What follows belongs to an exercise in optimizing a design on an open flow for small area; a production flow would make more cautious choices.
Only simulation tests tie the RTL to the original design; equivalence was not proved.
No run shown here takes its clock network from TritonCTS; it comes from the design's own scripts or RTL.
The flow treats the clock pin as an ideal source. Dropping or thinning the clock tree relies on that and would not hold on a real chip.
Power is estimated from default activity; no workload was simulated.

===== flow/design.v =====
module ev1527_classifier (
    input  wire [14:0] lo_i,
    input  wire [13:0] hi_i,
    output wire        valid_o,      
    output wire        bit_o,        
    output wire        preamble_o    
);
    function automatic le15(input [14:0] a, input [14:0] b);
        integer i;
        reg r;
        begin
            r = 1'b1;
            for (i = 0; i < 15; i = i + 1)
                r = (~a[i] & b[i]) | (~a[i] & r) | (b[i] & r);
            le15 = r;
        end
    endfunction
    function automatic [14:0] add15(input [14:0] a, input [14:0] b);
        integer i;
        reg c;
        begin
            c = 1'b0;
            for (i = 0; i < 15; i = i + 1) begin
                add15[i] = a[i] ^ b[i] ^ c;
                c = (a[i] & b[i]) | (a[i] & c) | (b[i] & c);
            end
        end
    endfunction
    wire [14:0] hi = {1'b0, hi_i};
    wire lo_le_2hi = le15(lo_i, {hi_i, 1'b0});
    assign valid_o = le15(15'd450, hi) && le15(hi, 15'd8500) &&
                     le15(15'd1350, lo_i) && le15(lo_i, 15'd25500);
    assign bit_o   = lo_le_2hi;
    wire [14:0] q       = {3'b000, hi_i[13:2]};
    wire [14:0] q1      = {4'b0001, hi_i[12:2]};
    wire [14:0] q_x5    = add15({q1[12:0], 2'b00}, q1);
    assign preamble_o = le15(15'd2400, q) && le15(q, 15'd4000) &&
                        le15(q_x5, lo_i) && lo_le_2hi;
endmodule
module ev1527_decoder (
    input  wire        clk,
    input  wire        rst,         
    input  wire        line_i,      
    input  wire        tick_i,      
    input  wire        rearm_i,     
    input  wire        disable_i,   
    input  wire        clrdet_i,    
    output wire [19:0] address_o,
    output wire [3:0]  key_o,
    output wire        detected_o,
    output wire        enabled_o
);
    reg        line_q;
    reg        enabled;
    reg        exp_fall;
    reg [14:0] count;
    reg [13:0] hi;
    reg [4:0]  bit_index;
    wire       preamble_found = |bit_index;
    reg [22:0] acc;
    reg [19:0] address;
    reg [3:0]  key;
    reg        detected;
    wire edge_hit = exp_fall ? (~line_i & line_q) : (line_i & ~line_q);
    wire notify   = enabled & edge_hit & ~rearm_i & ~disable_i;
    wire n_fall   = notify & exp_fall;     
    wire n_rise   = notify & ~exp_fall;    
    wire        count_sat = exp_fall ? &count[13:6] : &count[14:6];
    wire        inc  = enabled & tick_i & ~count_sat;
    wire        big  = ~preamble_found & exp_fall;
    wire [14:0] step = {10'd0, big, 1'b0, big, preamble_found & ~exp_fall,
                        ~big} & {15{inc}};
    reg  [14:0] count_sum;
    reg         carry;
    integer i;
    always @(*) begin
        carry = 1'b0;
        for (i = 0; i < 15; i = i + 1) begin
            count_sum[i] = count[i] ^ step[i] ^ carry;
            carry        = (count[i] & step[i]) | (count[i] & carry) |
                           (step[i] & carry);
        end
    end
    wire valid, bit_value, is_preamble;
    ev1527_classifier u_classifier (
        .lo_i      (count),
        .hi_i      (hi),
        .valid_o   (valid),
        .bit_o     (bit_value),
        .preamble_o(is_preamble)
    );
    wire take_bit = n_rise & preamble_found & valid;
    wire last_bit = (bit_index == 5'd14);
    wire complete = take_bit & last_bit;
    always @(posedge clk) begin
        line_q <= line_i;
        count <= notify ? 15'd0 : count_sum;
        if (exp_fall)
            hi[12:0] <= count[12:0];
        if (rearm_i)
            hi[13] <= 1'b0;
        else if (exp_fall)
            hi[13] <= count[13];
        else if (notify)
            hi[13] <= 1'b0;
        if (rearm_i)
            exp_fall <= 1'b0;
        else if (notify)
            exp_fall <= ~exp_fall & (~preamble_found | valid);
        if (rearm_i)
            bit_index <= 5'd0;
        else if (n_rise) begin
            if (!preamble_found)
                bit_index <= {4'd0, is_preamble};
            else if (valid)
                bit_index <= {bit_index[3:0], bit_index[4] ^ bit_index[2]};
            else
                bit_index <= 5'd0;
        end
        if (n_rise)
            acc <= {acc[21:0], bit_value};
        if (complete) begin
            address <= acc[22:3];
            key     <= {acc[2:0], bit_value};
        end
        if (rst)
            enabled <= 1'b0;
        else if (disable_i)
            enabled <= 1'b0;
        else if (rearm_i)
            enabled <= 1'b1;
        else if (complete)
            enabled <= 1'b0;
        if (rst)
            detected <= 1'b0;
        else if (complete)
            detected <= 1'b1;
        else if (clrdet_i)
            detected <= 1'b0;
    end
    assign address_o  = address;
    assign key_o      = key;
    assign detected_o = detected;
    assign enabled_o  = enabled;
endmodule

===== flow/flow/run.sh =====
#!/bin/bash
# Own layout flow: the standard flow (standard.sh) with these changes.
#  - Synthesis is the standard flow's own script (synth_recipe.tcl), except that the ABC
#    mapping step uses an area-oriented script (flow/area.abc): the same
#    registers, cell types and names, only the logic between them is mapped
#    differently.
#  - Ports are buffered with buf_1 instead of the resizer's default pick.
#  - CTS is replaced by a two-level clock buffer tree (flow/cts_hook.tcl):
#    the registers are split into CLK_GROUPS equal groups by position, each
#    driven by a clkbuf_8 at its centre; one clkbuf_2 drives those.
# Each tool's log is in orfs/logs/; make's output is in flow_make.log.
set -euo pipefail
W=$(pwd)
cat > "$W/flow_synth.tcl" <<EOF
proc abc {args} {
  set i [lsearch -exact \$args -script]
  if {\$i >= 0} { lset args [expr {\$i + 1}] $W/flow/area.abc }
  yosys abc {*}\$args
}
source $W/synth_recipe.tcl
EOF
export BUFFER_PORTS_ARGS="-buffer_cell sky130_fd_sc_hd__buf_1"
export PRE_CTS_TCL="$W/flow/cts_hook.tcl"
export CLK_GROUPS=5
export CLK_LEAF_CELL=sky130_fd_sc_hd__clkbuf_8
export CLK_ROOT_CELL=sky130_fd_sc_hd__clkbuf_2
bash standard.sh SYNTH_SCRIPT="$W/flow_synth.tcl" finish > flow_make.log 2>&1

===== flow/flow/area.abc =====
&get -n
&st
&dch
&nf -R 1000 -E 100 -F 8 -A 8
&put
topo

===== flow/flow/cts_hook.tcl =====
# Clock distribution without CTS's H-tree: the registers are split into
# CLK_GROUPS groups of near-equal size by recursive bisection of their
# positions; each group is driven by one CLK_LEAF_CELL placed at the group's
# centre, and one CLK_ROOT_CELL, fed by the clock port, drives the leaf
# buffers. ORFS's CTS step then legalises and repairs timing as usual.

proc flow_split_sinks {sinks k} {
  if {$k <= 1} { return [list $sinks] }
  set xs {}
  set ys {}
  foreach s $sinks { lappend xs [lindex $s 1]; lappend ys [lindex $s 2] }
  set xs [lsort -real $xs]
  set ys [lsort -real $ys]
  set dx [expr {[lindex $xs end] - [lindex $xs 0]}]
  set dy [expr {[lindex $ys end] - [lindex $ys 0]}]
  set idx [expr {$dx >= $dy ? 1 : 2}]
  set sorted [lsort -real -index $idx $sinks]
  set k1 [expr {$k / 2}]
  set n1 [expr {int(round(double([llength $sorted]) * $k1 / $k))}]
  return [concat \
    [flow_split_sinks [lrange $sorted 0 [expr {$n1 - 1}]] $k1] \
    [flow_split_sinks [lrange $sorted $n1 end] [expr {$k - $k1}]]]
}

proc flow_build_clock {} {
  set block [ord::get_db_block]
  set dbu [$block getDbUnitsPerMicron]
  set sinks {}
  foreach inst [$block getInsts] {
    if {[[$inst getMaster] isSequential]} {
      set bb [$inst getBBox]
      lappend sinks [list [$inst getName] \
        [expr {([$bb xMin] + [$bb xMax]) / 2.0 / $dbu}] \
        [expr {([$bb yMin] + [$bb yMax]) / 2.0 / $dbu}]]
    }
  }
  set groups [flow_split_sinks $sinks $::env(CLK_GROUPS)]
  set g 0
  set cx 0
  set cy 0
  foreach grp $groups {
    set sx 0
    set sy 0
    set pins {}
    foreach s $grp {
      set sx [expr {$sx + [lindex $s 1]}]
      set sy [expr {$sy + [lindex $s 2]}]
      lappend pins [get_pins "[lindex $s 0]/CLK"]
    }
    set m [llength $grp]
    set x [expr {$sx / $m}]
    set y [expr {$sy / $m}]
    set cx [expr {$cx + $x}]
    set cy [expr {$cy + $y}]
    insert_buffer -buffer_cell $::env(CLK_LEAF_CELL) -net clk -load_pins $pins \
      -location [list $x $y] -buffer_name "clkbuf_leaf_$g" -net_name "clknet_leaf_$g"
    incr g
  }
  insert_buffer -buffer_cell $::env(CLK_ROOT_CELL) -net clk \
    -location [list [expr {$cx / $g}] [expr {$cy / $g}]] \
    -buffer_name clkbuf_root -net_name clknet_root
  foreach net [$block getNets] {
    if {[string match clk* [$net getName]]} { $net setSigType CLOCK }
  }
  set_propagated_clock [all_clocks]
}

rename clock_tree_synthesis orfs_clock_tree_synthesis
proc clock_tree_synthesis {args} { flow_build_clock }

===== flow/standard.sh =====
#!/bin/bash
# synth_recipe.tcl (not shown) runs the flow's synth.tcl, then flattens the netlist and writes it again
# the make line also repeats each setting of config.mk as NAME=value (left out here)
make -C /OpenROAD-flow-scripts/flow DESIGN_CONFIG=/design/flow/config.mk WORK_HOME=/design/flow/orfs CLKGATE_MAP_FILE= SYNTH_SCRIPT=/design/flow/synth_recipe.tcl "${@:-finish}"

===== flow/config.mk =====
export PLATFORM = sky130hd
export DESIGN_NAME = ev1527_decoder
export DESIGN_NICKNAME = ev1527_decoder
export VERILOG_FILES = /design/flow/design.v
export SDC_FILE = /design/flow/constraint.sdc
export NUM_CORES = 4
export LEC_CHECK = 0
export CAP_MARGIN = 20
export CORE_MARGIN = 2
export CORE_UTILIZATION = 40
export GPL_TIMING_DRIVEN = 0
export SLEW_MARGIN = 20

===== flow/constraint.sdc =====
create_clock -name core_clock -period 6.0 [get_ports {clk}]
set_input_delay 1.2000 -clock core_clock [delete_from_list [all_inputs] [get_ports {clk}]]
set_output_delay 1.2000 -clock core_clock [all_outputs]
set_load 0.01 [all_outputs]

==> impl_results.md, run 1 <==
* Worst setup EP type: flop
* 1st-pass router iterations at 4
* Yosys warns at 2
* Layout Skew at 0.0108 ns
* Tot Pwr at 0.982 mW
* Global Route Usage Sum at 12.4%
* Yosys cell types at 41
* Initial antenna violation count at 1
* Fin util at between 40% and 50%
* Synth Area in Adders at 11.6%
* Fmax at 0.181 GHz
* Most frequent cells in the layout: edfxtp_1 (60), buf_1 (32), clkinv_1 (29)
* Final setup margin at 0.463 ns
* Critical setup path kind: reg -> reg
* Core Area at 8680 sq um
* Fin nets at around 340
* Tcrit/Tclk final at roughly 90%
* Post-Syn Area per Cell at 13.7 sq um
* CP Max Fanout at 5
* Setup violations, final at 0
* Post-synth EDFFs at 60
* Slew @ Worst Pin at ~0.94 ns
* Seq/Total Area, Yosys at 64.3%
* IO Count at 33
* Share of layout cells above drive strength 1 at 4.26%
* Worst EP arrival at 5.92 ns
* Worst skew pair latency at 0.51 ns
* Vias in the first global route at approximately 2.1k
* Area Overhead vs Synth at 10.4%
* Std cell rows at 34
* Layout fillers at 809
* Largest area contributor in the netlist: edfxtp_1
* Die area at 9720 sq um
* Global-route wire length before repair at 10300 um
* Hold path start: acc[22]
* DR DRC count at 0
* Post-CTS Resized at 0
* Post-Route WL at 6020 um
* Post-synth top area share at 50.3%
* Slew Limit Fails at 0
* Die Y at 98.6 um
* Max_slew headroom at approximately 37%
* Pre-CTS WS at roughly 0.51 ns
* FF/Latch Area at between 2000 and 2500 sq um
* Max VDD drop at 0.000121 V
* Hold_ws at 0.430 ns
* Status: timing/DRC/antenna clean
* Grt total ovfl at 0
* Area contributors post-synth: edfxtp_1 (50%), dfxtp_1 (14%), fa_1 (6.2%)
* CTS clk-pin slew, worst paths at roughly 0.11 ns
* Register bit total from synthesis at 85
* Synthesized area at 3580 sq um
* RePlAce Congestion at 0.840
* CP startpoint: hi[2]
* Hold_buf cts at 0
* Syn_nets at 294
* Pleak at 1.33 nW
* Postcts setup bufs at 0
* Number of routed nets with antenna violations at 0
* Initial Utilization at 41.2%
* Die width at ~100 um
* Main flop type after synthesis: edfxtp_1
* Final Hold Violating Endpoints at 0
* Crit path required time at about 6.4 ns
* CP Launch Type: flop
* Starting DRC count in detailed routing at 102
* IO Port Bufs at 32
* Worst min path class: reg -> reg
* Setup TNS at 0 ns
* Via count at 2189
* DP HPWL at 4410 um
* Main combinational cell family by area after synthesis: compound AO/OA/AOI/OAI gates
* Largest net degree at the start of global routing at 25
* Fraction of registers with async set or reset after synthesis at 0%
* Critical R2R Launch: hi[2]
* Min Tclk post-route at 5.54 ns
* Pwr dens at 248 nW/um^2
* RSZ-0062 raised after global routing: no
* Instance count of the mapped netlist at 262
* Multi-input gate area at 1180 sq um
* Synth Area in Compound Gates at about an eighth
* Vias per cell at 5.29
* WL/cell at 14.6 um
* Post-Synth XOR/XNOR Area at 0.245%
* Multiplexer share of the synthesized area at 0.280%
* Max_cap viols at 0
* Synth Area in Simple Gates at 8.01%
* Most common cell after layout, fill and taps aside: edfxtp_1
## cell type report, clock buffers not listed
class	instances	share of cell area, %
diodes	1	0.0633
flip-flops and latches	85	58.3
repair buffers	37	3.80
multi-input cells	148	29.8
well taps	108	3.42
inverters	29	2.75
## metal layers
layer | global-route usage, % | part of all wire (%) | vias up
li1 | - | - | 1079
met1 | 17.1 | 45 | 1055
met2 | 21.5 | 48 | 47
met3 | 1.35 | 4.6 | 8
met4 | 2.53 | 2.5 | 0
met5 | 0 | 0 | -
## final timing paths
path	endpoint	slack (ns)	depth (start not counted)
hold reg to reg	address[19]	0.43	0
hold / removal	address[19]	0.43	0
setup reg to reg	bit_index[0]	0.46	22
setup / recovery	bit_index[0]	0.46	22
## metrics by stage
step                instances  instance area (sq um)
floorplan                 262                   3580
CTS                       413                   3950
finish                    414                   3950
detailed placement        407                   3870
global route              413                   3950
global placement          402                   3830
## registers in the layout, indices dropped and copies added (netlist names)
signal	cells
acc	23
address	20
bit_index	5
count	15
detected	1
enabled	1
exp_fall	1
hi	14
key	4
line_q	1
## cells by family after synthesis
family / count (synthesis)
flops: 85
compound gates: 66
simple gates: 53
buf+inv: 29
fa+ha+maj: 27
xor+xnor: 1
mux: 1
## worst max-delay path: stages, from the launching register on
cell and delay [ns]:
edfxtp_1 0.44, ha_1 0.21, fa_1 0.17, clkinv_1 0.07, fa_1 0.39, fa_1 0.39
fa_1 0.39, fa_1 0.39, fa_1 0.40, fa_1 0.40, fa_1 0.39, ha_1 0.20
clkinv_1 0.05, ha_1 0.11, clkinv_1 0.07, a22oi_1 0.18, o2bb2ai_1 0.14, maj3_1 0.19
clkinv_1 0.06, maj3_1 0.35, a41o_1 0.24, mux2i_1 0.12, nor2_1 0.05
## power breakdown
group          internal, mW  total (mW)  switching (mW)  leakage (nW)
sequential            0.643       0.667          0.0237         0.748
combinational        0.0330      0.0739          0.0409         0.541
clock                0.0783       0.240           0.162        0.0401
## synthesized netlist by cell type (2+ instances only)
master and count:
edfxtp_1 60, clkinv_1 29, dfxtp_1 25, ha_1 14, a21oi_1 13, nor2_1 13
nor2b_1 12, o21ai_0 12, fa_1 11, a22oi_1 9, o22ai_1 8, nand2_1 5
nand3_1 5, or4_1 4, a211oi_1 3, a221oi_1 3, nand2b_1 3, nor3_1 3
a2111oi_0 2, a311oi_1 2, maj3_1 2, nor4_1 2, o211ai_1 2, o221ai_1 2
or3_1 2
==> run 2: changes to the inputs <==
--- a/flow/design.v
+++ b/flow/design.v
@@ -15,6 +15,26 @@
             le15 = r;
         end
     endfunction
+    function automatic le15_na(input [14:0] na, input [14:0] b);
+        integer i;
+        reg r;
+        begin
+            r = 1'b1;
+            for (i = 0; i < 15; i = i + 1)
+                r = (na[i] & b[i]) | (na[i] & r) | (b[i] & r);
+            le15_na = r;
+        end
+    endfunction
+    function automatic ge15_na(input [14:0] na, input [14:0] b);
+        integer i;
+        reg s;
+        begin
+            s = 1'b0;
+            for (i = 0; i < 15; i = i + 1)
+                s = (b[i] & na[i]) | (b[i] & s) | (na[i] & s);
+            ge15_na = ~s;
+        end
+    endfunction
     function automatic [14:0] add15(input [14:0] a, input [14:0] b);
         integer i;
         reg c;
@@ -26,8 +46,9 @@
             end
         end
     endfunction
-    wire [14:0] hi = {1'b0, hi_i};
-    wire lo_le_2hi = le15(lo_i, {hi_i, 1'b0});
+    wire [14:0] hi   = {1'b0, hi_i};
+    wire [14:0] lo_n = ~lo_i;     
+    wire lo_le_2hi = le15_na(lo_n, {hi_i, 1'b0});
     assign valid_o = le15(15'd450, hi) && le15(hi, 15'd8500) &&
                      le15(15'd1350, lo_i) && le15(lo_i, 15'd25500);
     assign bit_o   = lo_le_2hi;
@@ -35,7 +56,7 @@
     wire [14:0] q1      = {4'b0001, hi_i[12:2]};
     wire [14:0] q_x5    = add15({q1[12:0], 2'b00}, q1);
     assign preamble_o = le15(15'd2400, q) && le15(q, 15'd4000) &&
-                        le15(q_x5, lo_i) && lo_le_2hi;
+                        ge15_na(lo_n, q_x5) && lo_le_2hi;
 endmodule
 module ev1527_decoder (
     input  wire        clk,
==> run 2 against run 1 <==
Effect of this change: still clean; routed wire length rose by 3.0%; sequential share of layout area rose by 0.26 points; total power rose by 0.37%; via count rose by 2.2%; fmax rose by 4.1%; global-route usage rose by 0.50 points; combinational power rose by 2%; cell count fell by 0.48%; sequential power barely moved; critical path depth fell by 2; area after synthesis fell by 0.45%; register-to-register slack improved by 0.22 ns; largest power group unchanged.
==> impl_results.md, run 2 <==
* Status: timing/DRC/antenna clean
* Tcrit/Tclk final at 88.7% (-3.6 points)
* Critical setup path kind: reg -> reg
* Via count at 2238 (+2.2%)
* Vias in the first global route at 2135 (-0.56%)
* Post-Syn Area per Cell at 13.6 sq um (about the same)
* Max VDD drop at 0.0000861 V (-29%)
* Setup violations, final at 0 (unchanged)
* Finished Cell Area at 3930 sq um (-0.44%)
* Fmax at 0.188 GHz (+4.1%)
* Post-CTS Resized at 0 (unchanged)
* Pleak at 1.31 nW (-1.1%)
* Share of layout cells above drive strength 1 at 4.28% (+0.014 points)
* Worst skew pair latency at 0.48 ns (-0.03 ns)
* Post-synth EDFFs at 60 (unchanged)
* Post-Route WL at 6210 um (+3.0%)
* Crit path required time at 6.38 ns (about the same)
* Pwr dens at 250 nW/um^2 (+0.82%)
* Worst EP arrival at 5.70 ns (-0.22 ns)
* Fraction of registers with async set or reset after synthesis at 0% (unchanged)
* Global Route Usage Sum at 12.9% (+0.50 points)
* IO Port Bufs at 32 (unchanged)
* Main flop type after synthesis: edfxtp_1
* Min Tclk post-route at 5.32 ns (-0.216 ns)
* Worst min path class: reg -> reg
* Leading cell type by number of instances after synthesis: edfxtp_1
* RePlAce Congestion at 0.841 (+0.13%)
* Die Y at 98.4 um (-0.22%)
* Yosys cell types at 36 (-12%)
* Max_slew headroom at 35.4% (-1.9 points)
* Grt total ovfl at 0 (unchanged)
* Area contributors post-synth: edfxtp_1 (51%), dfxtp_1 (14%), fa_1 (6.2%)
* Final setup margin at 0.679 ns (+0.216 ns)
* Placed Instance Area at 3860 sq um (-0.39%)
* Layout Skew at 0.0190 ns (+0.00823 ns)
* Most frequent cells in the layout: edfxtp_1 (60), buf_1 (32), clkinv_1 (28)
* Die area at 9680 sq um (-0.44%)
* # diodes at 0 (-1)
* Synthesized area at 3560 sq um (-0.45%)
* Finished Layout Cells at 412 (-0.48%)
* Postcts setup bufs at 0 (unchanged)
* Register bit total from synthesis at 85 (unchanged)
* Post-synth top area share at 50.6% (+0.23 points)
* Starting DRC count in detailed routing at 167 (+64%)
* Yosys warns at 2 (unchanged)
* Synth cell count leaders: edfxtp_1 (60), clkinv_1 (28), dfxtp_1 (25)
* CP Max Fanout at 4 (-1)
* Number of routed nets with antenna violations at 0 (unchanged)
* Area Overhead vs Synth at 10.4% (about the same)
* Global-route wire length before repair at 10600 um (+3.2%)
* Slew @ Worst Pin at 0.967 ns (+0.0290 ns)
* Largest register FFs at 23 (unchanged)
* Slew Limit Fails at 0 (unchanged)
* Instance count of the mapped netlist at 261 (-0.38%)
* Top Registers: acc (23), address (20), count (15)
* Largest area contributor in the netlist: edfxtp_1
* Fin nets at 338 (-0.29%)
* Syn_nets at 293 (-0.34%)
* Placed Cells at 406 (-0.25%)
* DR DRC count at 0 (unchanged)
* WL/cell at 15.1 um (+3.5%)
* Pre-CTS WS at 0.773 ns (+0.264 ns)
* Largest net degree at the start of global routing at 25 (unchanged)
* RSZ-0062 raised after global routing: no
* DP HPWL at 4460 um (+0.92%)
* CP Launch Type: flop
* Die width at 98.4 um (-0.22%)
* Core Area at 8680 sq um (unchanged)
* CTS clk-pin slew, worst paths at 0.10 ns (about the same)
* Most common cell after layout, fill and taps aside: edfxtp_1
* Largest Register: acc
* Final Hold Violating Endpoints at 0 (unchanged)
* Initial antenna violation count at 1 (unchanged)
* Std cell rows at 34 (unchanged)
* 1st-pass router iterations at 4 (unchanged)
* Initial Utilization at 41.0% (-0.19 points)
* IO Count at 33 (unchanged)
* Worst setup EP type: flop
* Vias per cell at 5.43 (+2.7%)
* Max_cap viols at 0 (unchanged)
* Seq/Total Area, Yosys at 64.6% (+0.29 points)
* Hold_buf cts at 0 (unchanged)
[run 2: cell count changes in the layout (fill, tap and decap cells not counted), sizes merged, moves of 3 or more]
| cell | delta |
|---|---|
| or4 | -4 |
| a21oi | -4 |
| a221oi | -3 |
| a31oi | +3 |
| a222oi | +3 |
| nor3 | +3 |
[run 2: cell families after synthesis]
logic type                 share of synthesized area, %
and+or+nand+nor                                    8.61
DFF                                                64.6
adders and majority gates                          11.1
xor gates and xnor gates                          0.246
AOI/OAI and AO/OA                                  12.5
buffers and inverters                              2.95
[run 2: area by class of cell, clock buffers not listed]
type / instances / area (sq um)
Fill cell: 802 / 4740
Timing Repair Buffer: 37 / 151
Sequential cell: 85 / 2300
Multi-Input combinational cell: 148 / 1170
Inverter: 28 / 105
Tap cell: 108 / 135
[run 2: report_power, final]
group	leakage (nW)	switching, mW	internal (mW)
registers	0.748	0.0257	0.644
logic	0.526	0.0422	0.0330
clock network	0.0401	0.162	0.0787
total	1.31	0.230	0.755
[run 2: per-stage QoR]
step	total power, mW	TNS [ns]	util, %	hold WS, ns
after floorplan	0.732	0	-	0.400
after global placement	0.754	-49.08	44.0	0.405
after detailed placement	0.757	0	44.5	0.405
after CTS	0.995	0	45.3	0.429
after global routing	1.03	0	45.3	0.438
final	0.985	0	45.3	0.430
[run 2: worst max-delay path, stage by stage (launching register included)]
cell,delay (ns)
edfxtp_1,0.46
ha_1,0.20
fa_1,0.17
clkinv_1,0.07
fa_1,0.38
fa_1,0.38
fa_1,0.40
fa_1,0.40
fa_1,0.40
fa_1,0.39
fa_1,0.39
ha_1,0.20
clkinv_1,0.04
ha_1,0.21
clkinv_1,0.06
a22oi_1,0.08
a2bb2oi_1,0.21
a31oi_1,0.11
nor4_1,0.25
o311ai_0,0.17
a311oi_1,0.27
[run 2: layer usage]
layer,track usage [%],part of all wire [%],vias to the layer above,wire [um]
li1,-,-,1079,-
met1,18.9,47,1080,2930
met2,21.0,46,62,2830
met3,1.36,4.6,15,286
met4,2.74,2.4,2,147
met5,0,0.26,-,16
[run 2: path summary, 6_finish.rpt]
path                            cells past startpoint    start      endpoint  slack, ns
worst min register to register                      0  acc[22]   address[19]       0.43
worst max-delay path                               20    hi[2]  bit_index[0]       0.68
worst min-delay path                                0  acc[22]   address[19]       0.43
worst max register to register                     20    hi[2]  bit_index[0]       0.68

[static timing again, ports no longer ideal]
The results above use ideal ports. As a check the final layouts listed here were re-extracted and re-timed, cells and wires unchanged. Step 1: set_driving_cell puts a clkbuf_16 on clk and a buf_2 on each other input, an assumption about the parent block. Step 2 times the ports against the registers' clock, not the clock port: input delays grow and output delays shrink by t, the midpoint of the rising clock arrivals with the driver on. Slacks: no drivers / after step 1 / after step 2; pairs: no drivers / after step 1.
run	t, ns	setup WS [ns]	worst setup path after step 2
run 1	0.530	0.463 / 0.463 / 0.463	register to register
run 2	0.494	0.679 / 0.679 / 0.679	register to register
After both steps setup and hold are still met in every run listed.
